Source: an optimization exercise on an open RTL-to-GDS flow (aim: small area, a short achievable clock period and few clock cycles per item). Production flows keep margins and buffers that such runs may drop.
Function was checked by simulation only, so behaviour that the tests miss may differ from the original.

==> flow/design.v (outline; a module is shown in full before it is edited, if it fits) <==
// module rot_perm_cbc: 314 lines
// module lane: 22 lines
// module lane_map: 412 lines
// module lane_g: 723 lines
// module kmod94: 127 lines
module rot_perm_cbc (
    input  wire        clk,
    input  wire        rst_n,
    input  wire        sel,
    input  wire        we,
    input  wire [5:0]  addr,
    input  wire [31:0] wdata,
    output reg  [31:0] rdata,
    output wire        irq
);
  // ...
==> flow/flow/run.sh <==
#!/bin/bash
# Own layout flow: the standard flow (standard.sh), with these changes:
#  - between synthesis and floorplan, the combinational cells of the standard
#    synthesis netlist, all but its full adders, are re-mapped by ABC with
#    area-oriented scripts (several are tried; the smallest result is kept);
#    every sequential cell keeps the instance name and cell type the standard
#    synthesis gave it;
#  - the ports are buffered with sky130_fd_sc_hd__buf_2;
#  - the resizer's setup repair aims for 30.5 ns of setup slack (same clock
#    and constraints; it only repairs harder).
# Each tool's full output goes to a log file of its own in this folder.
set -euo pipefail
W=$(pwd)
P=${FLOW_PLATFORM}
R=$W/orfs/results/$P/rot_perm_cbc/base
LIB=$FLOW_HOME/platforms/$P/lib/sky130_fd_sc_hd__tt_025C_1v80.lib
YOSYS=$(command -v yosys || echo "$FLOW_HOME/../tools/install/yosys/bin/yosys")

# 1. the standard synthesis
bash standard.sh synth > "$W/log_1_synth.txt" 2>&1
cp "$R/1_2_yosys.v" "$W/standard_1_2_yosys.v"

# 2. re-map the combinational logic (sequential cells and full adders stay
#    black boxes)
SEQ=$(awk '/^[ \t]*cell[ \t]*\(/ {n=$0; gsub(/.*\(["]?|["]?\).*/,"",n)}
           /^[ \t]*(ff|latch|ff_bank|latch_bank|statetable)[ \t]*\(/ {print n}' "$LIB" | sort -u | tr '\n' ' ')
SEQ="$SEQ sky130_fd_sc_hd__fa_1 sky130_fd_sc_hd__fa_2 sky130_fd_sc_hd__fa_4"
DU=""
for c in $(sed -n '/DONT_USE_CELLS += /,/^#/p' "$FLOW_HOME/platforms/$P/config.mk" | grep -o "sky130_fd_sc_hd__[a-z0-9_]*"); do
    DU="$DU -dont_use $c"
done
best=""; best_area=""
for s in area_a area_b area_c area_d area_e area_f area_g area_h; do
    cp "$W/standard_1_2_yosys.v" "$W/remap_$s.v"
    NETLIST="$W/remap_$s.v" TOP="$FLOW_TOP" LIB="$LIB" SEQCELLS="$SEQ" DONTUSE="$DU" \
        ABCSCRIPT="$W/flow/$s.abc" "$YOSYS" -c "$W/flow/remap.tcl" > "$W/log_2_remap_$s.txt" 2>&1 || continue
    a=$(awk '/Chip area/ {print $NF}' "$W/remap_$s.v.stat")
    echo "remap $s: $a" >> "$W/log_2_remap_choice.txt"
    if [[ -z "$best" ]] || awk -v a="$a" -v b="$best_area" 'BEGIN {exit !(a < b)}'; then
        best=$s; best_area=$a
    fi
done
echo "kept $best ($best_area)" >> "$W/log_2_remap_choice.txt"
cp "$W/remap_$best.v" "$R/1_2_yosys.v"
for f in "$W"/remap_area_*.v; do [[ "$f" == "$W/remap_$best.v" ]] || rm -f "$f"; done
rm -f "$R/1_synth.odb" "$R/1_synth.sdc"

# 3. the rest of the standard flow, from the re-mapped netlist
bash standard.sh "BUFFER_PORTS_ARGS=-buffer_cell sky130_fd_sc_hd__buf_2" SETUP_SLACK_MARGIN=30.5 \
    finish > "$W/log_3_layout.txt" 2>&1
==> flow/flow/area_a.abc <==
strash
&get -n
&dch -f
&nf -R 1000
&put
strash
&get -n
&dch -f
&nf -R 1000
&put
strash
&get -n
&dch -f
&nf -R 1000
&put
strash
&get -n
&dch -f
&nf -R 1000
&put
strash
&get -n
&dch -f
&nf -R 1000
&put
strash
&get -n
&dch -f
&nf -R 1000
&put
strash
&get -n
&dch -f
&nf -R 1000
&put
strash
&get -n
&dch -f
&nf -R 1000
&put
strash
&get -n
&dch -f
&nf -R 1000
&put
strash
&get -n
&dch -f
&nf -R 1000
&put
strash
&get -n
&dch -f
&nf -R 1000
&put
strash
&get -n
&dch -f
&nf -R 1000
&put
topo
==> flow/flow/area_b.abc <==
strash
&get -n
&dch -f
&nf -R 1000
&put
strash
&get -n
&dch -f
&nf -R 1000
&put
strash
&get -n
&dch -f
&nf -R 1000
&put
strash
&get -n
&dch -f
&nf -R 1000
&put
strash
&get -n
&dch -f
&nf -R 1000
&put
strash
&get -n
&dch -f
&nf -R 1000
&put
strash
&get -n
&dch -f
&nf -R 1000
&put
strash
&get -n
&dch -f
&nf -R 1000
&put
topo
==> flow/flow/area_c.abc <==
strash
&get -n
&dch -f
&nf -R 1000
&put
strash
&get -n
&dch -f
&nf -R 1000
&put
strash
&get -n
&dch -f
&nf -R 1000
&put
strash
&get -n
&dch -f
&nf -R 1000
&put
strash
&get -n
&dch -f
&nf -R 1000
&put
strash
&get -n
&dch -f
&nf -R 1000
&put
strash
&get -n
&dch -f
&nf -R 1000
&put
strash
&get -n
&dch -f
&nf -R 1000
&put
strash
&get -n
&dch -f
&nf -R 1000
&put
strash
&get -n
&dch -f
&nf -R 1000
&put
strash
&get -n
&dch -f
&nf -R 1000
&put
strash
&get -n
&dch -f
&nf -R 1000
&put
strash
&get -n
&dch -f
&nf -R 1000
&put
strash
&get -n
&dch -f
&nf -R 1000
&put
strash
&get -n
&dch -f
&nf -R 1000
&put
strash
&get -n
&dch -f
&nf -R 1000
&put
strash
&get -n
&dch -f
&nf -R 1000
&put
strash
&get -n
&dch -f
&nf -R 1000
&put
strash
&get -n
&dch -f
&nf -R 1000
&put
strash
&get -n
&dch -f
&nf -R 1000
&put
topo
==> flow/flow/area_d.abc <==
strash
&get -n
&dch -f
&nf -R 1000
&put
strash
&get -n
&dch -f
&nf -R 1000
&put
strash
&get -n
&dch -f
&nf -R 1000
&put
strash
&get -n
&dch -f
&nf -R 1000
&put
strash
&get -n
&dch -f
&nf -R 1000
&put
topo
==> flow/flow/area_e.abc <==
strash
dc2
strash
&get -n
&dch -f
&nf -R 1000
&put
strash
&get -n
&dch -f
&nf -R 1000
&put
strash
&get -n
&dch -f
&nf -R 1000
&put
strash
&get -n
&dch -f
&nf -R 1000
&put
strash
&get -n
&dch -f
&nf -R 1000
&put
topo
==> flow/flow/area_f.abc <==
strash
dch -f
amap
strash
&get -n
&dch -f
&nf -R 1000
&put
strash
&get -n
&dch -f
&nf -R 1000
&put
strash
&get -n
&dch -f
&nf -R 1000
&put
topo
==> flow/flow/area_g.abc <==
strash
&get -n
&dch -f
&nf -R 1000
&put
strash
&get -n
&dch -f
&nf -R 1000
&put
strash
&get -n
&dch -f
&nf -R 1000
&put
strash
&get -n
&dch -f
&nf -R 1000
&put
strash
&get -n
&dch -f
&nf -R 1000
&put
strash
&get -n
&dch -f
&nf -R 1000
&put
strash
&get -n
&dch -f
&nf -R 1000
&put
strash
&get -n
&dch -f
&nf -R 1000
&put
strash
&get -n
&dch -f
&nf -R 1000
&put
strash
&get -n
&dch -f
&nf -R 1000
&put
topo
==> flow/flow/area_h.abc <==
strash
&get -n
&dch -f
&nf -R 1000
&put
strash
&get -n
&dch -f
&nf -R 1000
&put
strash
&get -n
&dch -f
&nf -R 1000
&put
strash
&get -n
&dch -f
&nf -R 1000
&put
strash
&get -n
&dch -f
&nf -R 1000
&put
strash
&get -n
&dch -f
&nf -R 1000
&put
strash
&get -n
&dch -f
&nf -R 1000
&put
strash
&get -n
&dch -f
&nf -R 1000
&put
strash
&get -n
&dch -f
&nf -R 1000
&put
strash
&get -n
&dch -f
&nf -R 1000
&put
strash
&get -n
&dch -f
&nf -R 1000
&put
strash
&get -n
&dch -f
&nf -R 1000
&put
strash
&get -n
&dch -f
&nf -R 1000
&put
strash
&get -n
&dch -f
&nf -R 1000
&put
strash
&get -n
&dch -f
&nf -R 1000
&put
strash
&get -n
&dch -f
&nf -R 1000
&put
topo
==> flow/flow/remap.tcl <==
# Re-map the combinational logic of the standard synthesis netlist for area.
# The cells named in SEQCELLS (every sequential cell; the flow also adds the
# full adders) stay exactly as the standard synthesis made them: same
# instances, names and cell types.
# env: NETLIST (in/out), TOP, LIB, SEQCELLS, DONTUSE, ABCSCRIPT
yosys read_liberty -ignore_miss_func $::env(LIB)
yosys blackbox {*}$::env(SEQCELLS)
yosys read_verilog $::env(NETLIST)
yosys hierarchy -check -top $::env(TOP)
yosys flatten
yosys techmap
yosys opt -fast -purge
yosys read_liberty -overwrite -setattr liberty_cell -lib $::env(LIB)
yosys tee -o $::env(NETLIST).pre.stat stat
yosys abc -script $::env(ABCSCRIPT) -liberty $::env(LIB) {*}$::env(DONTUSE)
yosys setundef -zero
yosys splitnets
yosys opt_clean -purge
yosys hilomap -singleton -hicell sky130_fd_sc_hd__conb_1 HI -locell sky130_fd_sc_hd__conb_1 LO
yosys insbuf -buf sky130_fd_sc_hd__buf_4 A X
yosys check -assert -mapped
yosys tee -o $::env(NETLIST).stat stat -liberty $::env(LIB)
yosys write_verilog -noattr -nohex -nodec $::env(NETLIST)
==> flow/standard.sh <==
#!/bin/bash
# synth_recipe.tcl (not shown) runs the flow's synth.tcl, then flattens the netlist and writes it again
# the make line also repeats each setting of config.mk as NAME=value (left out here)
make -C /OpenROAD-flow-scripts/flow DESIGN_CONFIG=/design/flow/config.mk WORK_HOME=/design/flow/orfs CLKGATE_MAP_FILE= SYNTH_SCRIPT=/design/flow/synth_recipe.tcl "${@:-finish}"
==> flow/config.mk <==
export PLATFORM = sky130hd
export DESIGN_NAME = rot_perm_cbc
export DESIGN_NICKNAME = rot_perm_cbc
export VERILOG_FILES = /design/flow/design.v
export SDC_FILE = /design/flow/constraint.sdc
export NUM_CORES = 8
export LEC_CHECK = 0
export ABC_AREA = 1
export CAP_MARGIN = 20
export CORE_MARGIN = 2
export CORE_UTILIZATION = 60
export CTS_CLUSTER_DIAMETER = 80
export CTS_CLUSTER_SIZE = 20
export SLEW_MARGIN = 20
==> flow/constraint.sdc <==
create_clock -name core_clock -period 55.0 [get_ports {clk}]
set_input_delay 11.0000 -clock core_clock [delete_from_list [all_inputs] [get_ports {clk}]]
set_output_delay 11.0000 -clock core_clock [all_outputs]
set_load 0.01 [all_outputs]
==> impl_metrics.csv, run 1 <==
group,metric,value,unit
min_path,min_path_cells,2,
worst_setup_path,critPathKind,"input pin to primary output",
clock_network,post-cts-setup-buffers,9,
global_routing,grt_pass1_wl,300000,um
cells_and_area,stdcell_count,6326,
detailed_routing,post-route-drc-count,0,
floorplanning,die_h,285,um
cells_and_area,fillers,6634,
clock_network,cts_htree_levels,2,
worst_setup_path,reg2reg_slack,34.38,ns
detailed_routing,vias,46200,
worst_setup_path,cp-end-kind,"primary output",
detailed_routing,top_layer_used,"met5",
placed_design,port_buffers,74,
cells_and_area,multi_input_cells,4136,
clock_network,cts_hold_buf,0,
clock_network,cts.repair.resized,20,
cells_and_area,design_area,0.0521,mm2
clock_network,clk_pin_slew_worst_paths,0.08,ns
detailed_routing,met2_length,82700,um
detailed_routing,viasPerCell,7.30,
placed_design,place_area,0.0501,mm2
global_routing,antenna_found_initial,6,
placed_design,placed_cells,6220,
cells_and_area,clock_area_frac,0.0275,
min_path,hold_end,"dout[115]$_DFFE_PN0P_",
cells_and_area,layout_commonest_cell,"nand2_1",
run_status,status,"finished clean",
Testbench counts, summed over its fixed seeds: cycles 19,358, blocks 1,358.
==> inputs of run 2 (changes only) <==
--- a/flow/design.v
+++ b/flow/design.v
@@ -39,21 +39,27 @@
     reg         busy;
     reg  [1:0]  state;
     reg         done;
     reg  [3:0]  err;
     reg  [27:0] msglen;       
     reg  [1:0]  pi_mode;
     reg  [7:0]  pbyte;
     reg  [4:0]  pcnt;
-    reg  [127:0] iv;
-    reg  [127:0] din;
-    reg  [127:0] dout;
-    reg  [127:0] chain;
+    reg  [127:0] iv;          
+    reg  [3:0]   iv_ok;
+    reg  [127:0] din;         
+    reg  [3:0]   din_ok;
+    reg  [127:0] dout;        
+    reg          dout_ok;
+    reg  [127:0] chain;       
+    reg          chain_ok;
     reg  [127:0] head;        
+    reg  [3:0]   head_ok;     
+    reg          head16_ok;   
     reg  [3:0]  pend_op;
     reg  [3:0]  pend_n;
     reg         chk_pad;      
     reg         chain_pend;   
     wire wr = sel & we;
     localparam [5:0] A_CAP = 6'h00, A_CTRL = 6'h01, A_STATUS = 6'h02, A_IRQEN = 6'h03,
                      A_CMD = 6'h04, A_KEY = 6'h05, A_MSGLEN = 6'h06, A_OUTLEN = 6'h07,
                      A_PADINFO = 6'h08;
@@ -128,30 +134,37 @@
         pb_din = 8'd0;
         for (pa = 0; pa < 8; pa = pa + 1) begin
             if (cmd_n[2:0] == pa) pb_lo = head[8*(15-pa) +: 8];      
             if (cmd_n[2:0] == pa) pb_hi = head[8*(7-pa) +: 8];       
         end
         for (pa = 1; pa < 8; pa = pa + 1)
             if (cmd_n[2:0] == pa) pb_din = din[8*(8-pa) +: 8];       
     end
+    wire pb_lo_ok  = (cmd_n[2:0] == 3'd0) ? head16_ok : (cmd_n[2:0] <= 3'd4) ? head_ok[3] : head_ok[2];
+    wire pb_hi_ok  = (cmd_n[2:0] == 3'd0) ? head_ok[2] : (cmd_n[2:0] <= 3'd4) ? head_ok[1] : head_ok[0];
+    wire pb_din_ok = (cmd_n[2:0] <= 3'd4) ? din_ok[1] : din_ok[0];
+    wire [7:0] pb_lo_v  = pb_lo  & {8{pb_lo_ok}};
+    wire [7:0] pb_hi_v  = pb_hi  & {8{pb_hi_ok}};
+    wire [7:0] pb_din_v = pb_din & {8{pb_din_ok}};
     wire [4:0] pad_cnt_c  = 5'd16 - {1'b0, cmd_n};
-    wire [7:0] pad_byte_a = !alpha_sel ? {3'd0, pad_cnt_c} : pb_lo;
+    wire [7:0] pad_byte_a = !alpha_sel ? {3'd0, pad_cnt_c} : pb_lo_v;
     wire [7:0] pad_byte_c = !alpha_sel ? {3'd0, pad_cnt_c} :
-                            !cmd_n[3]  ? pb_lo : (ml_zero ? pb_din : pb_hi);
+                            !cmd_n[3]  ? pb_lo_v : (ml_zero ? pb_din_v : pb_hi_v);
     wire [7:0] lane_pad   = busy ? pbyte : pad_byte_a;
     wire [4:0] pad_cnt    = 5'd16 - {1'b0, pend_n};
-    wire [63:0] din_h   = half ? din[127:64]   : din[63:0];
+    wire [63:0] din_h   = ({{32{half & din_ok[3]}},  {32{half & din_ok[2]}}}  & din[127:64]) |
+                          ({{32{~half & din_ok[1]}}, {32{~half & din_ok[0]}}} & din[63:0]);
     wire [63:0] chain_h = half ? chain[127:64] : (chain_pend ? dout[63:0] : chain[63:0]);
     reg  [63:0] lx;
     integer li;
     always @(*) begin
         for (li = 0; li < 8; li = li + 1)
             lx[8*li +: 8] = ((op_final && ({half, li[2:0]} >= cur_n)) ? lane_pad : din_h[8*li +: 8])
-                            ^ (op_xin ? chain_h[8*li +: 8] : 8'd0);
+                            ^ (op_xin & (chain_ok | (chain_pend & ~busy)) ? chain_h[8*li +: 8] : 8'd0);
     end
     wire [63:0] ly;
     genvar gl;
     generate
         for (gl = 0; gl < 8; gl = gl + 1) begin : g_lane
             lane u_lane (.x(lx[8*gl +: 8]), .asel(alpha_sel), .k(lane_k), .y(ly[8*gl +: 8]));
         end
     endgenerate
@@ -159,124 +172,142 @@
     integer ri;
     reg [2:0] rsrc;
     always @(*) begin
         for (ri = 0; ri < 8; ri = ri + 1) begin
             rsrc = ri[2:0] + amt[2:0];
             lr[8*ri +: 8] = ly[8*rsrc +: 8];
         end
     end
-    wire [63:0] dx_lo = lr ^ (op_xout ? chain[63:0]   : 64'd0);
-    wire [63:0] dx_hi = lr ^ (op_xout ? chain[127:64] : 64'd0);
+    wire [63:0] dx_lo = lr ^ (op_xout & chain_ok ? chain[63:0]   : 64'd0);
+    wire [63:0] dx_hi = lr ^ (op_xout & chain_ok ? chain[127:64] : 64'd0);
     reg  [7:0]  to_lo;           
     integer sj;
     always @(*) begin
         for (sj = 0; sj < 8; sj = sj + 1)
             to_lo[sj] = ~(({1'b0, sj[2:0]} + {1'b0, amt[2:0]} >= 4'd8) ^ amt[3] ^ busy);
     end
     wire [27:0] ml_inc    = msglen + 28'd1;      
     wire [7:0]  last_byte = to_lo[7] ? dout[127:120] : dx_hi[63:56];
     wire [31:0] msglen_b = {msglen, 4'd0};
     wire [32:0] unpad    = {1'b0, msglen_b} - {25'd0, pbyte};
     wire [3:0]  err_cur  = (chk_pad && err == 4'd0 && unpad[32]) ? E_BAD_PAD : err;
     wire errclr  = wr && addr == A_STATUS && wdata[8];
     wire [3:0] err_next = errclr ? 4'd0 :
                           (bus_err != 4'd0 && err_cur == 4'd0) ? bus_err : err_cur;
+    wire ch_iv  = busy && (pend_op == OP_START_ENC || pend_op == OP_START_DEC || pend_op == OP_LOAD_CHAIN);
+    wire ch_din = busy && (pend_op == OP_DEC_BLOCK || pend_op == OP_DEC_FINAL);
+    wire ch_ld  = ch_iv | ch_din | chain_pend;
     integer dj;
     always @(posedge clk or negedge rst_n) begin
         if (!rst_n) begin
             alpha_sel <= 1'b0;
             key       <= 32'd0;
             irqen     <= 2'd0;
             busy      <= 1'b0;
             chk_pad   <= 1'b0;
             chain_pend <= 1'b0;
             state     <= ST_IDLE;
             done      <= 1'b0;
             err       <= 4'd0;
             msglen    <= 28'd0;
             pi_mode   <= PI_NONE;
-            iv        <= 128'd0;
-            din       <= 128'd0;
-            dout      <= 128'd0;
-            chain     <= 128'd0;
+            iv_ok     <= 4'd0;
+            din_ok    <= 4'd0;
+            dout_ok   <= 1'b0;
+            chain_ok  <= 1'b0;
         end else begin
             err     <= err_next;
             chk_pad <= busy && pend_op == OP_DEC_FINAL && !alpha_sel;
             if (wr) begin
                 case (addr)
                     A_CTRL:   if (cfg_ok) alpha_sel <= wdata[0];
                     A_KEY:    if (cfg_ok) key <= wdata;
                     A_IRQEN:  irqen <= wdata[1:0];
                     A_STATUS: if (wdata[3]) done <= 1'b0;
                     default: ;
                 endcase
                 if (is_iv && !busy)
-                    iv[32*addr[1:0] +: 32] <= wdata;
+                    iv_ok[addr[1:0]] <= 1'b1;
                 if (is_din && !busy)
-                    din[32*addr[1:0] +: 32] <= wdata;
+                    din_ok[addr[1:0]] <= 1'b1;
             end
             if (issue)
                 busy <= 1'b1;
-            if ((issue || busy) && op_dp) begin
-                for (dj = 0; dj < 8; dj = dj + 1) begin
-                    if (to_lo[dj])
-                        dout[8*dj +: 8] <= dx_lo[8*dj +: 8];
-                    else
-                        dout[64+8*dj +: 8] <= dx_hi[8*dj +: 8];
-                end
-            end
+            if (busy && op_dp)
+                dout_ok <= 1'b1;
             chain_pend <= 1'b0;
-            if (chain_pend)
-                chain <= dout;
+            if (ch_ld)
+                chain_ok <= 1'b1;
             if (busy) begin
                 busy <= 1'b0;
                 done <= 1'b1;
                 case (pend_op)
                     OP_START_ENC, OP_START_DEC: begin
-                        chain   <= iv;
                         msglen  <= 28'd0;
                         pi_mode <= PI_NONE;
                         state   <= (pend_op == OP_START_ENC) ? ST_ENC : ST_DEC;
                     end
                     OP_ENC_BLOCK: begin
                         chain_pend <= 1'b1;
                         msglen     <= ml_inc;
                     end
                     OP_ENC_FINAL: begin
                         chain_pend <= 1'b1;
                         msglen  <= ml_inc;
                         pi_mode <= PI_ENC;
                         state   <= ST_IDLE;
                     end
                     OP_DEC_BLOCK: begin
-                        chain  <= din;
                         msglen <= ml_inc;
                     end
                     OP_DEC_FINAL: begin
-                        chain   <= din;
                         msglen  <= ml_inc;
                         state   <= ST_IDLE;
                         pi_mode <= alpha_sel ? PI_SKIP : PI_UNPAD;
                     end
-                    OP_LOAD_CHAIN: chain <= iv;
+                    OP_LOAD_CHAIN: ;
                     OP_ABORT:      state <= ST_IDLE;
                     default: ;
                 endcase
             end
         end
     end
     always @(posedge clk) begin
+        if (wr && is_din && !busy && addr[1:0] == 2'd0) din[31:0]   <= wdata;
+        if (wr && is_din && !busy && addr[1:0] == 2'd1) din[63:32]  <= wdata;
+        if (wr && is_din && !busy && addr[1:0] == 2'd2) din[95:64]  <= wdata;
+        if (wr && is_din && !busy && addr[1:0] == 2'd3) din[127:96] <= wdata;
+        if (wr && is_iv && !busy && addr[1:0] == 2'd0) iv[31:0]   <= wdata;
+        if (wr && is_iv && !busy && addr[1:0] == 2'd1) iv[63:32]  <= wdata;
+        if (wr && is_iv && !busy && addr[1:0] == 2'd2) iv[95:64]  <= wdata;
+        if (wr && is_iv && !busy && addr[1:0] == 2'd3) iv[127:96] <= wdata;
+        if (ch_ld)
+            chain <= (iv & {{32{ch_iv & iv_ok[3]}}, {32{ch_iv & iv_ok[2]}},
+                            {32{ch_iv & iv_ok[1]}}, {32{ch_iv & iv_ok[0]}}}) | (din & {{32{ch_din & din_ok[3]}}, {32{ch_din & din_ok[2]}},
+                             {32{ch_din & din_ok[1]}}, {32{ch_din & din_ok[0]}}}) | (dout & {128{chain_pend}});
+        if ((issue || busy) && op_dp) begin
+            for (dj = 0; dj < 8; dj = dj + 1) begin
+                if (to_lo[dj])
+                    dout[8*dj +: 8] <= dx_lo[8*dj +: 8];
+                else
+                    dout[64+8*dj +: 8] <= dx_hi[8*dj +: 8];
+            end
+        end
         pend_op <= cmd_op;
         pend_n  <= cmd_n;
         if (busy && pend_op == OP_ENC_BLOCK) begin
             if (ml_zero)
                 head[119:0] <= din[127:8];
+            if (ml_zero)
+                head_ok <= din_ok;
             if (ml_16)
                 head[127:120] <= din[7:0];
+            if (ml_16)
+                head16_ok <= din_ok[0];
         end
         if (issue && cmd_op == OP_ENC_FINAL)
             pbyte <= pad_byte_c;
         if (busy && pend_op == OP_ENC_FINAL)
             pcnt  <= pad_cnt;
         if (busy && pend_op == OP_DEC_FINAL && !alpha_sel)
             pbyte <= last_byte;
     end
@@ -284,29 +315,29 @@
     wire [7:0]  pi_byte  = (pi_mode == PI_ENC || pi_mode == PI_UNPAD) ? pbyte : 8'd0;
     wire [31:0] padinfo  = {15'd0, pi_mode == PI_SKIP, pi_byte, pi_cnt};
     wire [3:0] a_w = {addr[1:0] == 2'd3, addr[1:0] == 2'd2, addr[1:0] == 2'd1, addr[1:0] == 2'd0};
     wire g_0  = addr[5:2] == 4'h0;
     wire g_1  = addr[5:2] == 4'h1;
     wire g_2  = addr[5:2] == 4'h2;
     wire g_iv = addr[5:2] == 4'h3;
     wire g_di = addr[5:2] == 4'h4;
-    wire g_do = (addr[5:2] == 4'h5) | ((addr[5:2] == 4'h6) & chain_pend);
-    wire g_ch = (addr[5:2] == 4'h6) & ~chain_pend;
+    wire g_do = ((addr[5:2] == 4'h5) | ((addr[5:2] == 4'h6) & chain_pend)) & dout_ok;
+    wire g_ch = (addr[5:2] == 4'h6) & ~chain_pend & chain_ok;
     function automatic [31:0] sel_word;
         input [127:0] b;
         input         g;
         input [3:0]   w;
         begin
             sel_word = ({32{g & w[0]}} & b[31:0])  | ({32{g & w[1]}} & b[63:32]) |
                        ({32{g & w[2]}} & b[95:64]) | ({32{g & w[3]}} & b[127:96]);
         end
     endfunction
     always @(*) begin
-        rdata = sel_word(iv, g_iv, a_w) | sel_word(din, g_di, a_w) |
+        rdata = sel_word(iv, g_iv, a_w & iv_ok) | sel_word(din, g_di, a_w & din_ok) |
                 sel_word(dout, g_do, a_w) | sel_word(chain, g_ch, a_w) |
                 sel_word({{30'd0, irqen}, {24'd0, err_cur, done, state, busy},
                           {31'd0, alpha_sel}, 32'h00005E10}, g_0, a_w) |
                 ({32{g_1 & a_w[1]}} & key) |
                 ({32{g_1 & (a_w[2] | (a_w[3] & pi_mode[0]))}} & msglen_b) |    
                 ({32{g_1 & a_w[3] & (pi_mode == PI_UNPAD) & ~unpad[32]}} & unpad[31:0]) |
                 ({32{g_2 & a_w[0]}} & padinfo);
     end
@@ -991,488 +1022,412 @@
   wire _235_;
   wire _236_;
   wire _237_;
   wire _238_;
   wire _239_;
   wire _240_;
   wire _241_;
   wire _242_;
-  wire _243_;
-  wire _244_;
-  wire _245_;
-  wire _246_;
-  wire _247_;
-  wire _248_;
-  wire _249_;
-  wire _250_;
-  wire _251_;
-  wire _252_;
-  wire _253_;
-  wire _254_;
-  wire _255_;
-  wire _256_;
-  wire _257_;
-  wire _258_;
-  wire _259_;
-  wire _260_;
-  wire _261_;
-  wire _262_;
-  wire _263_;
-  wire _264_;
-  wire _265_;
-  wire _266_;
-  wire _267_;
-  wire _268_;
-  wire _269_;
-  wire _270_;
-  wire _271_;
+  wire \_072_.A1 ;
+  wire \_072_.A2 ;
+  wire \_072_.B1 ;
+  wire \_073_.A ;
+  wire \_075_.A ;
+  wire \_076_.B ;
+  wire \_078_.B1 ;
+  wire \_079_.A1 ;
+  wire \_079_.A2 ;
+  wire \_079_.C1 ;
   wire \_081_.A ;
   wire \_081_.B ;
-  wire \_082_.B1 ;
-  wire \_084_.B1 ;
-  wire \_086_.A ;
-  wire \_086_.B ;
-  wire \_087_.A1 ;
-  wire \_087_.A3 ;
+  wire \_084_.A ;
+  wire \_085_.B1 ;
+  wire \_086_.A1 ;
+  wire \_086_.C1 ;
+  wire \_087_.A2 ;
   wire \_087_.B1 ;
-  wire \_091_.A ;
-  wire \_091_.B ;
-  wire \_093_.B ;
+  wire \_087_.B2 ;
+  wire \_089_.A2 ;
+  wire \_093_.A ;
   wire \_094_.A1 ;
   wire \_094_.A2 ;
+  wire \_094_.B1 ;
+  wire \_095_.C ;
   wire \_096_.A ;
-  wire \_096_.B ;
-  wire \_098_.A ;
-  wire \_099_.A2 ;
-  wire \_099_.B2 ;
+  wire \_099_.B ;
   wire \_100_.A ;
-  wire \_100_.B ;
-  wire \_100_.C_N ;
-  wire \_103_.A1 ;
-  wire \_104_.B ;
-  wire \_104_.C_N ;
+  wire \_100_.D ;
+  wire \_101_.A ;
+  wire \_103_.A ;
   wire \_105_.A ;
-  wire \_105_.B ;
   wire \_105_.C ;
-  wire \_106_.A ;
-  wire \_108_.A ;
-  wire \_110_.A ;
-  wire \_112_.A ;
+  wire \_107_.A ;
+  wire \_107_.B ;
+  wire \_107_.C ;
+  wire \_107_.D ;
+  wire \_108_.A3 ;
+  wire \_108_.B1 ;
+  wire \_110_.A1 ;
+  wire \_111_.B ;
   wire \_112_.B ;
-  wire \_114_.A1 ;
+  wire \_114_.A ;
+  wire \_115_.A1 ;
+  wire \_115_.B1 ;
+  wire \_116_.A ;
   wire \_116_.B ;
-  wire \_117_.A ;
-  wire \_117_.B ;
-  wire \_119_.A2 ;
-  wire \_119_.A3 ;
-  wire \_119_.B1 ;
-  wire \_121_.A ;
-  wire \_122_.A2 ;
-  wire \_122_.B1 ;
-  wire \_123_.A ;
-  wire \_124_.A1 ;
-  wire \_124_.A2 ;
-  wire \_126_.A ;
-  wire \_126_.B ;
-  wire \_128_.B1 ;
+  wire \_117_.B1 ;
+  wire \_118_.B ;
+  wire \_120_.A ;
+  wire \_120_.B ;
+  wire \_121_.A2 ;
+  wire \_123_.B ;
+  wire \_123_.C ;
+  wire \_124_.B ;
+  wire \_125_.B1 ;
+  wire \_127_.A ;
+  wire \_127_.B ;
+  wire \_128_.B ;
   wire \_129_.A ;
   wire \_129_.B ;
-  wire \_131_.A1 ;
-  wire \_131_.B1 ;
-  wire \_132_.A ;
-  wire \_132_.B ;
-  wire \_134_.A ;
-  wire \_135_.A ;
-  wire \_135_.B ;
-  wire \_136_.B ;
-  wire \_137_.B1 ;
+  wire \_132_.A1 ;
+  wire \_133_.A1 ;
+  wire \_134_.A3 ;
+  wire \_134_.B1 ;
+  wire \_135_.A1 ;
+  wire \_135_.B1 ;
+  wire \_135_.Y ;
+  wire \_137_.A1 ;
+  wire \_137_.Y ;
   wire \_139_.A ;
-  wire \_142_.A1 ;
-  wire \_142_.A2 ;
-  wire \_143_.A1 ;
-  wire \_143_.A3 ;
-  wire \_143_.B1 ;
-  wire \_143_.Y ;
-  wire \_145_.A2 ;
-  wire \_146_.B1 ;
-  wire \_147_.B ;
-  wire \_147_.X ;
-  wire \_149_.B ;
-  wire \_149_.X ;
-  wire \_151_.B ;
-  wire \_151_.X ;
-  wire \_153_.B ;
-  wire \_154_.B ;
-  wire \_154_.X ;
-  wire \_157_.A ;
-  wire \_157_.B ;
-  wire \_158_.B ;
-  wire \_158_.X ;
-  wire \_160_.B1 ;
-  wire \_160_.Y ;
-  wire \_161_.Y ;
-  assign \_098_.A  = ~s[2];
-  assign \_087_.A3  = ~s[4];
-  assign \_081_.A  = ~s[3];
-  assign \_081_.B  = _000_ & _001_;
-  assign _000_ = ~s[2];
-  assign _001_ = ~s[1];
-  assign \_082_.B1  = _002_ & _003_;
-  assign _002_ = ~\_081_.A ;
-  assign _003_ = ~\_081_.B ;
-  assign _007_ = _004_ & _005_;
-  assign \_087_.A1  = _007_ | _006_;
-  assign _004_ = ~s[2];
-  assign _005_ = ~s[0];
-  assign _006_ = ~\_082_.B1 ;
-  assign \_084_.B1  = ~s[7];
-  assign _012_ = _008_ & _009_;
-  assign _013_ = _010_ & _011_;
-  assign \_086_.A  = _012_ | _013_;
-  assign _008_ = ~s[4];
-  assign _009_ = ~\_084_.B1 ;
-  assign _010_ = ~s[3];
-  assign _011_ = ~\_084_.B1 ;
-  assign \_086_.B  = ~s[6];
-  assign \_087_.B1  = _014_ | _015_;
-  assign _014_ = ~\_086_.A ;
-  assign _015_ = ~\_086_.B ;
-  assign _022_ = _016_ & _017_;
-  assign _023_ = _018_ & _019_;
-  assign _024_ = _020_ & _021_;
-  assign _025_ = _022_ | _023_;
-  assign \_105_.A  = _025_ | _024_;
-  assign _016_ = ~\_087_.A1 ;
-  assign _017_ = ~\_087_.B1 ;
-  assign _018_ = ~s[5];
-  assign _019_ = ~\_087_.B1 ;
-  assign _020_ = ~\_087_.A3 ;
-  assign _021_ = ~\_087_.B1 ;
-  assign \_100_.A  = _026_ & _027_;
-  assign _026_ = ~s[7];
-  assign _027_ = ~s[5];
-  assign \_091_.A  = _028_ | _029_;
-  assign _028_ = ~s[4];
-  assign _029_ = ~s[3];
-  assign \_091_.B  = ~s[5];
-  assign \_094_.A1  = _030_ & _031_;
-  assign _030_ = ~\_091_.A ;
-  assign _031_ = ~\_091_.B ;
-  assign \_093_.B  = _032_ | _033_;
-  assign _032_ = ~s[2];
-  assign _033_ = ~s[1];
-  assign \_094_.A2  = _034_ | _035_;
-  assign _034_ = ~\_084_.B1 ;
-  assign _035_ = ~\_093_.B ;
-  assign _040_ = _036_ & _037_;
-  assign _041_ = _038_ & _039_;
-  assign \_096_.A  = _040_ | _041_;
-  assign _036_ = ~\_094_.A1 ;
-  assign _037_ = ~s[6];
-  assign _038_ = ~\_094_.A2 ;
+  wire \_139_.Y ;
+  wire \_141_.A ;
+  wire \_141_.Y ;
+  wire \_142_.X ;
+  wire \_143_.X ;
+  assign \_086_.C1  = ~v;
+  assign \_072_.A1  = ~s[2];
+  assign \_072_.A2  = ~s[1];
+  assign \_072_.B1  = ~s[3];
+  assign _004_ = _000_ & _001_;
+  assign _005_ = _002_ & _003_;
+  assign \_073_.A  = _004_ | _005_;
+  assign _000_ = ~\_072_.A1 ;
+  assign _001_ = ~\_072_.B1 ;
+  assign _002_ = ~\_072_.A2 ;
+  assign _003_ = ~\_072_.B1 ;
+  assign \_079_.A1  = ~\_073_.A ;
+  assign \_075_.A  = _006_ & _007_;
+  assign _006_ = ~\_072_.A1 ;
+  assign _007_ = ~\_072_.B1 ;
+  assign \_076_.B  = ~\_075_.A ;
+  assign \_079_.A2  = _008_ & _009_;
+  assign _008_ = ~\_072_.A2 ;
+  assign _009_ = ~\_076_.B ;
+  assign \_078_.B1  = ~s[4];
+  assign _014_ = _010_ & _011_;
+  assign _015_ = _012_ & _013_;
+  assign \_079_.C1  = _014_ | _015_;
+  assign _010_ = ~\_072_.A1 ;
+  assign _011_ = ~\_078_.B1 ;
+  assign _012_ = ~\_072_.B1 ;
+  assign _013_ = ~\_078_.B1 ;
+  assign _020_ = _016_ & _017_;
+  assign _021_ = _020_ | _018_;
+  assign \_081_.A  = _021_ | _019_;
+  assign _016_ = ~\_079_.A1 ;
+  assign _017_ = ~\_079_.A2 ;
+  assign _018_ = ~s[6];
+  assign _019_ = ~\_079_.C1 ;
+  assign \_081_.B  = _022_ & _023_;
+  assign _022_ = ~s[7];
+  assign _023_ = ~s[5];
+  assign \_087_.A2  = _024_ | _025_;
+  assign _024_ = ~\_081_.A ;
+  assign _025_ = ~\_081_.B ;
+  assign \_087_.B1  = ~s[5];
+  assign _030_ = _026_ & _027_;
+  assign _031_ = _030_ | _028_;
+  assign \_084_.A  = _031_ | _029_;
+  assign _026_ = ~s[2];
+  assign _027_ = ~s[1];
+  assign _028_ = ~s[7];
+  assign _029_ = ~s[4];
+  assign \_085_.B1  = _032_ | _033_;
+  assign _032_ = ~\_084_.A ;
+  assign _033_ = ~s[5];
+  assign _037_ = _034_ & _035_;
+  assign \_086_.A1  = _037_ | _036_;
+  assign _034_ = ~\_078_.B1 ;
+  assign _035_ = ~\_079_.A1 ;
+  assign _036_ = ~\_085_.B1 ;
+  assign _044_ = _038_ & _039_;
+  assign _045_ = _044_ & _040_;
+  assign _046_ = _041_ & _042_;
+  assign _047_ = _046_ & _043_;
+  assign \_087_.B2  = _045_ | _047_;
+  assign _038_ = ~\_086_.A1 ;
   assign _039_ = ~s[6];
-  assign _046_ = _042_ & _043_;
-  assign _047_ = _046_ | _044_;
-  assign \_096_.B  = _047_ | _045_;
-  assign _042_ = ~\_087_.A3 ;
-  assign _043_ = ~\_081_.B ;
-  assign _044_ = ~\_091_.B ;
-  assign _045_ = ~\_086_.A ;
-  assign \_100_.B  = _048_ | _049_;
-  assign _048_ = ~\_096_.A ;
-  assign _049_ = ~\_096_.B ;
+  assign _040_ = ~\_086_.C1 ;
+  assign _041_ = ~s[7];
+  assign _042_ = ~s[6];
+  assign _043_ = ~\_086_.C1 ;
+  assign _052_ = _048_ & _049_;
   assign _053_ = _050_ & _051_;
-  assign \_099_.A2  = _053_ | _052_;
-  assign _050_ = ~s[2];
-  assign _051_ = ~s[3];
-  assign _052_ = ~s[4];
-  assign \_099_.B2  = _054_ & _055_;
-  assign _054_ = ~\_098_.A ;
-  assign _055_ = ~\_081_.A ;
-  assign _060_ = _056_ & _057_;
-  assign _061_ = _058_ & _059_;
-  assign \_100_.C_N  = _060_ | _061_;
-  assign _056_ = ~s[5];
-  assign _057_ = ~\_099_.B2 ;
-  assign _058_ = ~s[7];
-  assign _059_ = ~\_099_.A2 ;
-  assign _064_ = _062_ & _063_;
-  assign \_105_.B  = _064_ & \_100_.C_N ;
-  assign _062_ = ~\_100_.A ;
-  assign _063_ = ~\_100_.B ;
-  assign _071_ = _065_ & _066_;
-  assign _072_ = _071_ & _067_;
-  assign _073_ = _068_ & _069_;
-  assign _074_ = _073_ & _070_;
-  assign \_104_.B  = _072_ | _074_;
-  assign _065_ = ~\_099_.A2 ;
-  assign _066_ = ~s[7];
-  assign _067_ = ~\_094_.A1 ;
-  assign _068_ = ~\_091_.B ;
-  assign _069_ = ~s[7];
-  assign _070_ = ~\_094_.A1 ;
-  assign _078_ = _075_ & _076_;
-  assign \_103_.A1  = _078_ | _077_;
-  assign _075_ = ~s[0];
-  assign _076_ = ~s[1];
-  assign _077_ = ~\_099_.B2 ;
-  assign _083_ = _079_ & _080_;
-  assign _084_ = _081_ & _082_;
-  assign \_104_.C_N  = _083_ | _084_;
-  assign _079_ = ~\_103_.A1 ;
-  assign _080_ = ~\_086_.B ;
-  assign _081_ = ~\_087_.A3 ;
-  assign _082_ = ~\_086_.B ;
-  assign _087_ = _085_ & _086_;
-  assign \_105_.C  = _087_ & \_104_.C_N ;
-  assign _085_ = ~s[7];
-  assign _086_ = ~\_104_.B ;
-  assign _091_ = _088_ & _089_;
-  assign \_106_.A  = _091_ & _090_;
-  assign _088_ = ~\_105_.A ;
-  assign _089_ = ~\_105_.B ;
-  assign _090_ = ~\_105_.C ;
-  assign \_132_.A  = ~\_106_.A ;
-  assign \_108_.A  = ~s[0];
-  assign \_124_.A1  = _092_ & _093_;
-  assign _092_ = ~\_108_.A ;
-  assign _093_ = ~\_105_.B ;
-  assign \_110_.A  = _094_ & _095_;
-  assign _094_ = ~\_087_.A3 ;
-  assign _095_ = ~\_081_.B ;
-  assign _100_ = _096_ | _097_;
-  assign _101_ = _100_ | _098_;
-  assign \_112_.A  = _101_ | _099_;
-  assign _096_ = ~\_110_.A ;
-  assign _097_ = ~\_086_.A ;
-  assign _098_ = ~\_086_.B ;
-  assign _099_ = ~s[5];
-  assign _105_ = _102_ & _103_;
-  assign \_112_.B  = _105_ | _104_;
-  assign _102_ = ~\_091_.A ;
-  assign _103_ = ~\_081_.B ;
-  assign _104_ = ~\_100_.A ;
-  assign \_119_.A2  = _106_ | _107_;
-  assign _106_ = ~\_112_.A ;
-  assign _107_ = ~\_112_.B ;
-  assign \_114_.A1  = _108_ | _109_;
-  assign _108_ = ~\_099_.A2 ;
-  assign _109_ = ~\_091_.B ;
-  assign _114_ = _110_ & _111_;
-  assign _115_ = _112_ & _113_;
-  assign \_117_.A  = _114_ | _115_;
-  assign _110_ = ~\_114_.A1 ;
-  assign _111_ = ~s[7];
-  assign _112_ = ~s[6];
-  assign _113_ = ~s[7];
-  assign _120_ = _116_ | _117_;
-  assign _121_ = _120_ | _118_;
-  assign \_116_.B  = _121_ | _119_;
-  assign _116_ = ~\_110_.A ;
-  assign _117_ = ~s[3];
-  assign _118_ = ~\_093_.B ;
-  assign _119_ = ~\_100_.A ;
-  assign \_117_.B  = _122_ | _123_;
-  assign _122_ = ~\_112_.A ;
-  assign _123_ = ~\_116_.B ;
-  assign \_119_.A3  = _124_ & _125_;
-  assign _124_ = ~\_117_.A ;
-  assign _125_ = ~\_117_.B ;
-  assign \_119_.B1  = _126_ | _127_;
-  assign _126_ = ~\_100_.B ;
-  assign _127_ = ~\_116_.B ;
-  assign _132_ = _128_ & _129_;
-  assign _133_ = _132_ & _130_;
-  assign \_122_.A2  = _133_ | _131_;
-  assign _128_ = ~\_100_.B ;
-  assign _129_ = ~\_119_.A2 ;
-  assign _130_ = ~\_119_.A3 ;
-  assign _131_ = ~\_119_.B1 ;
-  assign _137_ = _134_ | _135_;
-  assign \_121_.A  = _137_ | _136_;
-  assign _134_ = ~\_119_.A3 ;
-  assign _135_ = ~\_096_.B ;
-  assign _136_ = ~\_096_.A ;
-  assign \_122_.B1  = _138_ & _139_;
-  assign _138_ = ~\_121_.A ;
-  assign _139_ = ~\_106_.A ;
-  assign _144_ = _140_ & _141_;
-  assign _145_ = _142_ & _143_;
-  assign \_123_.A  = _144_ | _145_;
-  assign _140_ = ~\_106_.A ;
-  assign _141_ = ~\_122_.B1 ;
-  assign _142_ = ~\_122_.A2 ;
-  assign _143_ = ~\_122_.B1 ;
-  assign \_124_.A2  = ~\_123_.A ;
-  assign _149_ = _146_ & _147_;
-  assign \_126_.A  = _149_ | _148_;
-  assign _146_ = ~\_124_.A1 ;
-  assign _147_ = ~\_124_.A2 ;
-  assign _148_ = ~s[1];
-  assign \_126_.B  = _150_ | _151_;
-  assign _150_ = ~\_124_.A2 ;
-  assign _151_ = ~\_124_.A1 ;
-  assign \_129_.A  = _152_ | _153_;
-  assign _152_ = ~\_126_.A ;
-  assign _153_ = ~\_126_.B ;
-  assign \_128_.B1  = _154_ | _155_;
-  assign _154_ = ~\_104_.C_N ;
-  assign _155_ = ~\_119_.A2 ;
+  assign \_129_.A  = _052_ | _053_;
+  assign _048_ = ~\_087_.B1 ;
+  assign _049_ = ~\_087_.B2 ;
+  assign _050_ = ~\_086_.C1 ;
+  assign _051_ = ~\_087_.A2 ;
+  assign \_089_.A2  = ~s[0];
+  assign _058_ = _054_ & _055_;
+  assign _059_ = _056_ & _057_;
+  assign \_108_.A3  = _058_ | _059_;
+  assign _054_ = ~\_072_.A1 ;
+  assign _055_ = ~\_079_.A1 ;
+  assign _056_ = ~\_089_.A2 ;
+  assign _057_ = ~\_079_.A1 ;
+  assign \_094_.A1  = _060_ & _061_;
+  assign _060_ = ~s[5];
+  assign _061_ = ~\_075_.A ;
+  assign \_094_.A2  = _062_ & _063_;
+  assign _062_ = ~s[7];
+  assign _063_ = ~\_079_.A2 ;
+  assign \_093_.A  = ~\_079_.C1 ;
+  assign \_094_.B1  = _064_ | _065_;
+  assign _064_ = ~\_093_.A ;
+  assign _065_ = ~\_084_.A ;
+  assign _069_ = _066_ & _067_;
+  assign \_095_.C  = _069_ | _068_;
+  assign _066_ = ~\_094_.A1 ;
+  assign _067_ = ~\_094_.A2 ;
+  assign _068_ = ~\_094_.B1 ;
+  assign _073_ = _070_ & _071_;
+  assign \_096_.A  = _073_ & _072_;
+  assign _070_ = ~s[6];
+  assign _071_ = ~\_081_.B ;
+  assign _072_ = ~\_095_.C ;
+  assign \_107_.A  = ~\_096_.A ;
+  assign \_100_.A  = ~s[6];
+  assign _078_ = _074_ & _075_;
+  assign _079_ = _076_ & _077_;
+  assign \_099_.B  = _078_ | _079_;
+  assign _074_ = ~\_089_.A2 ;
+  assign _075_ = ~\_076_.B ;
+  assign _076_ = ~\_072_.A2 ;
+  assign _077_ = ~\_076_.B ;
+  assign \_100_.D  = _080_ & _081_;
+  assign _080_ = ~s[4];
+  assign _081_ = ~\_099_.B ;
+  assign _086_ = _082_ & _083_;
+  assign _087_ = _086_ & _084_;
+  assign \_101_.A  = _087_ & _085_;
+  assign _082_ = ~\_100_.A ;
+  assign _083_ = ~s[7];
+  assign _084_ = ~\_086_.A1 ;
+  assign _085_ = ~\_100_.D ;
+  assign \_107_.B  = _088_ | _089_;
+  assign _088_ = ~\_101_.A ;
+  assign _089_ = ~\_095_.C ;
+  assign \_103_.A  = _090_ | _091_;
+  assign _090_ = ~s[4];
+  assign _091_ = ~s[3];
+  assign \_105_.A  = _092_ & _093_;
+  assign _092_ = ~\_103_.A ;
+  assign _093_ = ~\_087_.B1 ;
+  assign \_105_.C  = ~s[7];
+  assign _097_ = _094_ | _095_;
+  assign \_107_.C  = _097_ | _096_;
+  assign _094_ = ~\_105_.A ;
+  assign _095_ = ~s[6];
+  assign _096_ = ~\_105_.C ;
+  assign _101_ = _098_ | _099_;
+  assign \_107_.D  = _101_ | _100_;
+  assign _098_ = ~\_100_.A ;
+  assign _099_ = ~\_103_.A ;
+  assign _100_ = ~s[7];
+  assign _106_ = _102_ | _103_;
+  assign _107_ = _106_ | _104_;
+  assign \_108_.B1  = _107_ | _105_;
+  assign _102_ = ~\_107_.A ;
+  assign _103_ = ~\_107_.B ;
+  assign _104_ = ~\_107_.C ;
+  assign _105_ = ~\_107_.D ;
+  assign _112_ = _108_ & _109_;
+  assign _113_ = _112_ & _110_;
+  assign \_116_.A  = _113_ | _111_;
+  assign _108_ = ~\_087_.B1 ;
+  assign _109_ = ~s[4];
+  assign _110_ = ~\_108_.A3 ;
+  assign _111_ = ~\_108_.B1 ;
+  assign \_110_.A1  = _114_ | _115_;
+  assign _114_ = ~\_087_.B1 ;
+  assign _115_ = ~\_103_.A ;
+  assign _120_ = _116_ & _117_;
+  assign _121_ = _118_ & _119_;
+  assign \_111_.B  = _120_ | _121_;
+  assign _116_ = ~\_110_.A1 ;
+  assign _117_ = ~\_105_.A ;
+  assign _118_ = ~s[6];
+  assign _119_ = ~\_105_.A ;
+  assign \_112_.B  = _122_ | _123_;
+  assign _122_ = ~\_086_.A1 ;
+  assign _123_ = ~\_111_.B ;
+  assign \_115_.A1  = _124_ | _125_;
+  assign _124_ = ~\_107_.A ;
+  assign _125_ = ~\_112_.B ;
+  assign _129_ = _126_ & _127_;
+  assign \_114_.A  = _129_ | _128_;
+  assign _126_ = ~\_100_.A ;
+  assign _127_ = ~\_110_.A1 ;
+  assign _128_ = ~\_112_.B ;
+  assign \_115_.B1  = _130_ & _131_;
+  assign _130_ = ~\_114_.A ;
+  assign _131_ = ~\_087_.A2 ;
+  assign _136_ = _132_ & _133_;
+  assign _137_ = _134_ & _135_;
+  assign \_116_.B  = _136_ | _137_;
+  assign _132_ = ~\_115_.A1 ;
+  assign _133_ = ~\_115_.B1 ;
+  assign _134_ = ~s[7];
+  assign _135_ = ~\_115_.B1 ;
+  assign _140_ = _138_ & _139_;
+  assign _141_ = \_116_.A  & \_116_.B ;
+  assign \_117_.B1  = _140_ | _141_;
+  assign _138_ = ~\_116_.A ;
+  assign _139_ = ~\_116_.B ;
+  assign _146_ = _142_ & _143_;
+  assign _147_ = _144_ & _145_;
+  assign \_118_.B  = _146_ | _147_;
+  assign _142_ = ~s[0];
+  assign _143_ = ~\_117_.B1 ;
+  assign _144_ = ~\_107_.A ;
+  assign _145_ = ~\_117_.B1 ;
+  assign \_120_.A  = _148_ & _149_;
+  assign _148_ = ~\_086_.C1 ;
+  assign _149_ = ~\_118_.B ;
+  assign _153_ = _150_ | _151_;
+  assign \_120_.B  = _153_ | _152_;
+  assign _150_ = ~\_117_.B1 ;
+  assign _151_ = ~s[0];
+  assign _152_ = ~\_107_.A ;
+  assign \_121_.A2  = _154_ | _155_;
+  assign _154_ = ~\_120_.A ;
+  assign _155_ = ~\_120_.B ;
   assign _159_ = _156_ & _157_;
-  assign \_129_.B  = _159_ | _158_;
-  assign _156_ = ~\_100_.B ;
-  assign _157_ = ~\_119_.A2 ;
-  assign _158_ = ~\_128_.B1 ;
-  assign \_131_.A1  = _160_ | _161_;
-  assign _160_ = ~\_129_.A ;
-  assign _161_ = ~\_129_.B ;
-  assign \_131_.B1  = _162_ & _163_;
-  assign _162_ = ~\_129_.B ;
-  assign _163_ = ~\_129_.A ;
-  assign _168_ = _164_ & _165_;
-  assign _169_ = _166_ & _167_;
-  assign \_132_.B  = _168_ | _169_;
-  assign _164_ = ~\_131_.A1 ;
-  assign _165_ = ~\_131_.B1 ;
-  assign _166_ = ~\_098_.A ;
-  assign _167_ = ~\_131_.B1 ;
-  assign \_135_.A  = \_132_.A  | \_132_.B ;
-  assign \_134_.A  = _170_ | _171_;
-  assign _170_ = ~\_132_.B ;
-  assign _171_ = ~\_132_.A ;
-  assign \_135_.B  = _172_ | _173_;
-  assign _172_ = ~\_134_.A ;
-  assign _173_ = ~\_081_.A ;
-  assign \_136_.B  = _174_ | _175_;
-  assign _174_ = ~\_135_.A ;
-  assign _175_ = ~\_135_.B ;
-  assign \_137_.B1  = _176_ & _177_;
-  assign _176_ = ~\_087_.A3 ;
-  assign _177_ = ~\_136_.B ;
-  assign _181_ = _178_ & _179_;
-  assign \_143_.A1  = _181_ | _180_;
-  assign _178_ = ~s[5];
-  assign _179_ = ~\_098_.A ;
-  assign _180_ = ~\_137_.B1 ;
-  assign \_139_.A  = ~v;
-  assign \_142_.A2  = _182_ & _183_;
-  assign _182_ = ~\_139_.A ;
-  assign _183_ = ~\_105_.B ;
-  assign _187_ = _184_ & _185_;
-  assign \_143_.A3  = _187_ | _186_;
-  assign _184_ = ~\_086_.B ;
-  assign _185_ = ~\_104_.B ;
-  assign _186_ = ~\_121_.A ;
-  assign \_142_.A1  = _188_ | _189_;
-  assign _188_ = ~\_135_.A ;
-  assign _189_ = ~\_094_.A1 ;
-  assign _194_ = _190_ & _191_;
-  assign _195_ = _192_ & _193_;
-  assign \_143_.B1  = _194_ | _195_;
-  assign _190_ = ~\_142_.A1 ;
-  assign _191_ = ~s[6];
-  assign _192_ = ~\_142_.A2 ;
-  assign _193_ = ~s[6];
-  assign _202_ = _196_ & _197_;
-  assign _203_ = _198_ & _199_;
+  assign \_123_.B  = _159_ | _158_;
+  assign _156_ = ~s[1];
+  assign _157_ = ~\_121_.A2 ;
+  assign _158_ = ~\_120_.A ;
+  assign _163_ = _160_ & _161_;
+  assign \_123_.C  = _163_ | _162_;
+  assign _160_ = ~\_101_.A ;
+  assign _161_ = ~\_115_.A1 ;
+  assign _162_ = ~v;
+  assign _164_ = \_072_.A1  & \_123_.B ;
+  assign _165_ = \_072_.A1  & \_123_.C ;
+  assign _166_ = \_123_.B  & \_123_.C ;
+  assign _167_ = _164_ | _165_;
+  assign \_124_.B  = _167_ | _166_;
+  assign _170_ = \_072_.B1  & _168_;
+  assign _171_ = _169_ & \_124_.B ;
+  assign \_125_.B1  = _170_ | _171_;
+  assign _168_ = ~\_124_.B ;
+  assign _169_ = ~\_072_.B1 ;
+  assign _175_ = _172_ & _173_;
+  assign \_127_.A  = _175_ | _174_;
+  assign _172_ = ~\_086_.C1 ;
+  assign _173_ = ~\_116_.A ;
+  assign _174_ = ~\_125_.B1 ;
+  assign \_127_.B  = _176_ | _177_;
+  assign _176_ = ~\_124_.B ;
+  assign _177_ = ~\_072_.B1 ;
+  assign \_128_.B  = _178_ | _179_;
+  assign _178_ = ~\_127_.A ;
+  assign _179_ = ~\_127_.B ;
+  assign \_129_.B  = _180_ & _181_;
+  assign _180_ = ~\_078_.B1 ;
+  assign _181_ = ~\_128_.B ;
+  assign _184_ = \_129_.A  & _182_;
+  assign _185_ = _183_ & \_129_.B ;
+  assign \_135_.A1  = _184_ | _185_;
+  assign _182_ = ~\_129_.B ;
+  assign _183_ = ~\_129_.A ;
+  assign \_133_.A1  = _186_ & _187_;
+  assign _186_ = ~\_086_.C1 ;
+  assign _187_ = ~\_096_.A ;
+  assign \_132_.A1  = _188_ | _189_;
+  assign _188_ = ~\_099_.B ;
+  assign _189_ = ~\_105_.A ;
+  assign _196_ = _190_ & _191_;
+  assign _197_ = _192_ & _193_;
+  assign _198_ = _194_ & _195_;
+  assign _199_ = _196_ | _197_;
+  assign \_134_.A3  = _199_ | _198_;
+  assign _190_ = ~\_132_.A1 ;
+  assign _191_ = ~\_105_.C ;
+  assign _192_ = ~\_100_.A ;
+  assign _193_ = ~\_105_.C ;
+  assign _194_ = ~v;
+  assign _195_ = ~\_105_.C ;
   assign _204_ = _200_ & _201_;
-  assign _205_ = _202_ | _203_;
-  assign \_143_.Y  = _205_ | _204_;
-  assign _196_ = ~\_143_.A1 ;
-  assign _197_ = ~\_143_.B1 ;
-  assign _198_ = ~\_142_.A2 ;
-  assign _199_ = ~\_143_.B1 ;
-  assign _200_ = ~\_143_.A3 ;
-  assign _201_ = ~\_143_.B1 ;
-  assign \_145_.A2  = ~\_119_.A3 ;
-  assign _210_ = _206_ & _207_;
-  assign _211_ = _208_ & _209_;
-  assign \_146_.B1  = _210_ | _211_;
-  assign _206_ = ~\_137_.B1 ;
-  assign _207_ = ~\_139_.A ;
-  assign _208_ = ~\_145_.A2 ;
-  assign _209_ = ~\_139_.A ;
-  assign _215_ = _212_ & _213_;
-  assign \_147_.B  = _215_ | _214_;
-  assign _212_ = ~\_145_.A2 ;
-  assign _213_ = ~\_137_.B1 ;
-  assign _214_ = ~\_146_.B1 ;
-  assign _218_ = \_091_.B  & _216_;
-  assign _219_ = _217_ & \_147_.B ;
-  assign \_147_.X  = _218_ | _219_;
-  assign _216_ = ~\_147_.B ;
-  assign _217_ = ~\_091_.B ;
-  assign _223_ = _220_ | _221_;
-  assign \_149_.B  = _223_ | _222_;
-  assign _220_ = ~\_135_.A ;
-  assign _221_ = ~\_135_.B ;
-  assign _222_ = ~\_142_.A2 ;
-  assign _226_ = \_087_.A3  & _224_;
-  assign _227_ = _225_ & \_149_.B ;
-  assign \_149_.X  = _226_ | _227_;
-  assign _224_ = ~\_149_.B ;
-  assign _225_ = ~\_087_.A3 ;
-  assign _231_ = _228_ | _229_;
-  assign \_151_.B  = _231_ | _230_;
-  assign _228_ = ~\_135_.A ;
-  assign _229_ = ~v;
-  assign _230_ = ~\_134_.A ;
-  assign _234_ = \_081_.A  & _232_;
-  assign _235_ = _233_ & \_151_.B ;
-  assign \_151_.X  = _234_ | _235_;
-  assign _232_ = ~\_151_.B ;
-  assign _233_ = ~\_081_.A ;
-  assign \_153_.B  = _236_ | _237_;
-  assign _236_ = ~\_131_.A1 ;
-  assign _237_ = ~v;
-  assign \_154_.B  = _238_ & _239_;
-  assign _238_ = ~\_131_.B1 ;
-  assign _239_ = ~\_153_.B ;
-  assign _242_ = s[2] & _240_;
-  assign _243_ = _241_ & \_154_.B ;
-  assign \_154_.X  = _242_ | _243_;
-  assign _240_ = ~\_154_.B ;
-  assign _241_ = ~s[2];
-  assign \_157_.A  = _244_ & _245_;
-  assign _244_ = ~\_124_.A1 ;
-  assign _245_ = ~\_124_.A2 ;
-  assign \_157_.B  = _246_ | _247_;
-  assign _246_ = ~\_126_.B ;
-  assign _247_ = ~v;
-  assign \_158_.B  = _248_ & _249_;
-  assign _248_ = ~\_157_.A ;
-  assign _249_ = ~\_157_.B ;
-  assign _252_ = s[1] & _250_;
-  assign _253_ = _251_ & \_158_.B ;
-  assign \_158_.X  = _252_ | _253_;
-  assign _250_ = ~\_158_.B ;
-  assign _251_ = ~s[1];
-  assign \_160_.B1  = _254_ & _255_;
-  assign _254_ = ~s[0];
-  assign _255_ = ~\_142_.A2 ;
-  assign _260_ = _256_ & _257_;
-  assign _261_ = _258_ & _259_;
-  assign \_160_.Y  = _260_ | _261_;
-  assign _256_ = ~v;
-  assign _257_ = ~\_160_.B1 ;
-  assign _258_ = ~\_124_.A1 ;
-  assign _259_ = ~\_160_.B1 ;
-  assign _268_ = _262_ & _263_;
-  assign _269_ = _264_ & _265_;
-  assign _270_ = _266_ & _267_;
-  assign _271_ = _268_ | _269_;
-  assign \_161_.Y  = _271_ | _270_;
-  assign _262_ = ~\_142_.A1 ;
-  assign _263_ = ~\_084_.B1 ;
-  assign _264_ = ~\_086_.B ;
-  assign _265_ = ~\_084_.B1 ;
-  assign _266_ = ~v;
-  assign _267_ = ~\_084_.B1 ;
-  assign o = { \_161_.Y , \_143_.Y , \_147_.X , \_149_.X , \_151_.X , \_154_.X , \_158_.X , \_160_.Y  };
+  assign _205_ = _202_ & _203_;
+  assign \_134_.B1  = _204_ | _205_;
+  assign _200_ = ~\_133_.A1 ;
+  assign _201_ = ~s[6];
+  assign _202_ = ~\_132_.A1 ;
+  assign _203_ = ~s[6];
+  assign _206_ = \_133_.A1  & \_132_.A1 ;
+  assign _207_ = _206_ & \_134_.A3 ;
+  assign \_135_.B1  = _207_ | \_134_.B1 ;
+  assign _212_ = _208_ & _209_;
+  assign _213_ = _210_ & _211_;
+  assign \_135_.Y  = _212_ | _213_;
+  assign _208_ = ~\_135_.A1 ;
+  assign _209_ = ~\_135_.B1 ;
+  assign _210_ = ~\_114_.A ;
+  assign _211_ = ~\_135_.B1 ;
+  assign _218_ = _214_ & _215_;
+  assign _219_ = _216_ & _217_;
+  assign \_137_.A1  = _218_ | _219_;
+  assign _214_ = ~\_127_.A ;
+  assign _215_ = ~s[4];
+  assign _216_ = ~\_127_.B ;
+  assign _217_ = ~s[4];
+  assign _223_ = _220_ & _221_;
+  assign \_137_.Y  = _223_ | _222_;
+  assign _220_ = ~\_137_.A1 ;
+  assign _221_ = ~\_129_.B ;
+  assign _222_ = ~\_107_.A ;
+  assign _224_ = \_086_.C1  | \_116_.A ;
+  assign \_139_.A  = _224_ | \_125_.B1 ;
+  assign \_139_.Y  = _225_ | _226_;
+  assign _225_ = ~\_139_.A ;
+  assign _226_ = ~\_127_.A ;
+  assign _229_ = \_072_.A1  & _227_;
+  assign _230_ = _228_ & \_123_.C ;
+  assign \_141_.A  = _229_ | _230_;
+  assign _227_ = ~\_123_.C ;
+  assign _228_ = ~\_072_.A1 ;
+  assign _233_ = _231_ & _232_;
+  assign _234_ = \_141_.A  & \_123_.B ;
+  assign \_141_.Y  = _233_ | _234_;
+  assign _231_ = ~\_141_.A ;
+  assign _232_ = ~\_123_.B ;
+  assign _237_ = \_072_.A2  & _235_;
+  assign _238_ = _236_ & \_121_.A2 ;
+  assign \_142_.X  = _237_ | _238_;
+  assign _235_ = ~\_121_.A2 ;
+  assign _236_ = ~\_072_.A2 ;
+  assign _241_ = s[0] & _239_;
+  assign _242_ = _240_ & \_133_.A1 ;
+  assign \_143_.X  = _241_ | _242_;
+  assign _239_ = ~\_133_.A1 ;
+  assign _240_ = ~s[0];
+  assign o = { \_134_.A3 , \_135_.Y , \_135_.A1 , \_137_.Y , \_139_.Y , \_141_.Y , \_142_.X , \_143_.X  };
 endmodule
 module kmod94 (input wire [31:0] key, output wire [6:0] kp);
     wire h1 = ~key[10];
     wire h2 = ~key[10];
     wire h3 = ~key[11];
     wire h4 = ~key[11];
     wire h5 = ~key[12];
     wire h6 = ~key[12];
--- a/flow/flow/run.sh
+++ b/flow/flow/run.sh
@@ -1,17 +1,17 @@
 #!/bin/bash
 # Own layout flow: the standard flow (standard.sh), with these changes:
 #  - between synthesis and floorplan, the combinational cells of the standard
 #    synthesis netlist, all but its full adders, are re-mapped by ABC with
 #    area-oriented scripts (several are tried; the smallest result is kept);
 #    every sequential cell keeps the instance name and cell type the standard
 #    synthesis gave it;
 #  - the ports are buffered with sky130_fd_sc_hd__buf_2;
-#  - the resizer's setup repair aims for 30.5 ns of setup slack (same clock
+#  - the resizer's setup repair aims for 30.7 ns of setup slack (same clock
 #    and constraints; it only repairs harder).
 # Each tool's full output goes to a log file of its own in this folder.
 set -euo pipefail
 W=$(pwd)
 P=${FLOW_PLATFORM}
 R=$W/orfs/results/$P/rot_perm_cbc/base
 LIB=$FLOW_HOME/platforms/$P/lib/sky130_fd_sc_hd__tt_025C_1v80.lib
 YOSYS=$(command -v yosys || echo "$FLOW_HOME/../tools/install/yosys/bin/yosys")
@@ -41,10 +41,10 @@
     fi
 done
 echo "kept $best ($best_area)" >> "$W/log_2_remap_choice.txt"
 cp "$W/remap_$best.v" "$R/1_2_yosys.v"
 for f in "$W"/remap_area_*.v; do [[ "$f" == "$W/remap_$best.v" ]] || rm -f "$f"; done
 rm -f "$R/1_synth.odb" "$R/1_synth.sdc"
 
 # 3. the rest of the standard flow, from the re-mapped netlist
-bash standard.sh "BUFFER_PORTS_ARGS=-buffer_cell sky130_fd_sc_hd__buf_2" SETUP_SLACK_MARGIN=30.5 \
+bash standard.sh "BUFFER_PORTS_ARGS=-buffer_cell sky130_fd_sc_hd__buf_2" SETUP_SLACK_MARGIN=30.7 \
     finish > "$W/log_3_layout.txt" 2>&1
==> run 2 against run 1 <==
Net effect: still clean; via count decreased by 3.3%; non-clock buffer count increased by 47; clock-buffer cell count grew 11; sequential cell count is 15 higher; hold slack worse by 0.024 ns; utilization grew 1.1 points; synthesized area down 3.2%; critical path depth rose by 1; routed wire length up 3.5%; critical endpoint is now rdata[16].
==> impl_metrics.csv, run 2 <==
group,metric,value,unit
cells_and_area,layout_commonest_cell,"edfxtp_1",
run_status,status,"finished clean",
min_path,hold_end,"iv_ok[1]$_DFFE_PN0P_",
global_routing,grt_pass1_wl,299000,um
detailed_routing,vias,44600,
detailed_routing,wirelength,218000,um
clock_network,clockBufferDepth,3,
sta,report.final.slew_viol_count,0,
cells_and_area,final_nets,4910,
synthesis,synth_nets,4633,
synthesis,syn_area,0.0459,mm2
worst_setup_path,crit_chain,"buf_2, nor2b_1, a21o_1, nand3_4, buf_6, nor2_4, buf_12, a222oi_1, o21ai_2, a221oi_2, nand2_1, buf_2",
clock_network,clk_pin_slew_worst_paths,0.09,ns
floorplanning,die_h,281,um
placed_design,place_area,0.0485,mm2
clock_network,cts_htree_levels,2,
placed_design,hpwl,153000,um
placed_design,port_buffers,74,
flow_run,drv_cap,0,
sta,skew,0.0351,ns
floorplanning,dieArea,0.0788,mm2
sta,hold_viol,0,
cells_and_area,fillers,5963,
clock_network,cts_buffers,44,
floorplanning,initial_core_util,0.606,
worst_setup_path,reg2reg_depth,74,
worst_setup_path,cp-end-kind,"primary output",
detailed_routing,post-route-drc-count,0,
worst_setup_path,reg2reg_to,"dout[102]$_DFFE_PP_",
worst_setup_path,reg2reg_slack,33.64,ns
detailed_routing,viasPerCell,7.73,
global_routing,grt_overflow,0,
detailed_routing,antenna_left,0,
global_routing,antenna_found_initial,13,
worst_setup_path,worstReg2RegStart,"key[1]$_DFFE_PN0P_",
detailed_routing,drt-pass1-iter-count,15,
sta,tns,0,ns
worst_setup_path,max_stage_delay,0.69,ns
cells_and_area,design_area,0.0511,mm2
sta,tightest_slew,1.33,ns
clock_network,cts_hold_buf,0,
placed_design,place_congestion,1.09,
synthesis,synthCells,4476,
min_path,min_path_cells,1,
worst_setup_path,critPathKind,"input pin to primary output",
-- run 2: metal layers --
layer  part of all wire  GRT usage  up-vias
li1                   -          -    17600
met1               0.32      0.685    20900
met2               0.37      0.715     4836
met3               0.19      0.261     1273
met4               0.11      0.416       18
met5             0.0017     0.0106        -
-- run 2: worst max path at each step --
stage | startpoint | endpoint | slack, ns | depth (start not counted)
final | addr[2] | rdata[16] | 30.58 | 12
after CTS | addr[4] | rdata[6] | 30.63 | 13
after global routing | wdata[3] | pbyte[6]$_DFFE_PP_ | 30.52 | 54
after global placement | addr[3] | rdata[6] | 29.36 | 14
after detailed placement | addr[3] | rdata[6] | 29.32 | 14
after floorplan | addr[3] | rdata[6] | 30.62 | 11
-- run 2: repair_timing --
action,in CTS,in global routing
cloned,1,2
endpoints found under the setup margin,33,101
pin swaps,15,24
buffers inserted,26,27
gates resized for setup,58,90
endpoints found under the hold margin,0,0
-- run 2: area by class of cell --
cell class	count	area (um2)	area share
Tap cell	978	1220	0.0240
Clock inverter	5	47.5	0.000931
Clock buffer	77	1270	0.0248
Multi-Input combinational cell	3537	23700	0.465
Inverter	156	586	0.0115
Sequential cell	751	22100	0.432
Timing Repair Buffer	263	2120	0.0416
Antenna cell	7	17.5	0.000343
-- run 2: stage by stage --
stage	hold WS, ns	setup slack (ns)	utilization	cells
final	0.496	30.58	0.673	5774
after global routing	0.517	30.52	0.673	5767
after CTS	0.497	30.63	0.663	5737
after detailed placement	0.453	29.32	0.640	5628
after global placement	0.456	29.36	0.640	5626
after floorplan	0.427	30.62	-	4476
-- run 2: worst max-delay path: cells and delay by family --
| kind | cells | cell delay, ns |
|---|---|---|
| simple gates | 4 | 0.48 |
| compound gates | 4 | 1.37 |
| buf+inv | 4 | 0.56 |
Testbench counts of run 2, summed over its fixed seeds: cycles 19,358, blocks 1,358.

port drivers added, routing unchanged:
Ports are ideal in the flow. The routed layouts listed here were re-timed in OpenROAD.
Step 1: set_driving_cell puts a clkbuf_16 on clk and a buf_2 on each other input, an assumption about the parent block.
Step 2, shift: input delay + t, output delay - t, t = (earliest + latest rising clock arrival at the registers) / 2. This alone moves slack from input paths to output paths.
Three values: no drivers, after step 1, after step 2; two values: the first two.
run | t (ns) | setup slack, ns | worst setup path after step 2 | clock arrival spread, ns | worst data-port slew with drivers (ns)
run 1 | 0.707 | 30.347 / 30.328 / 30.328 | input to output | 0.082 / 0.082 | 0.15
run 2 | 0.711 | 30.579 / 30.557 / 30.555 | input to register | 0.036 / 0.036 | 0.06
After both steps every run listed still meets setup and hold. For run 2, which loses most, drivers alone change the setup slack by -0.022 ns; drivers and shift together by -0.024 ns.
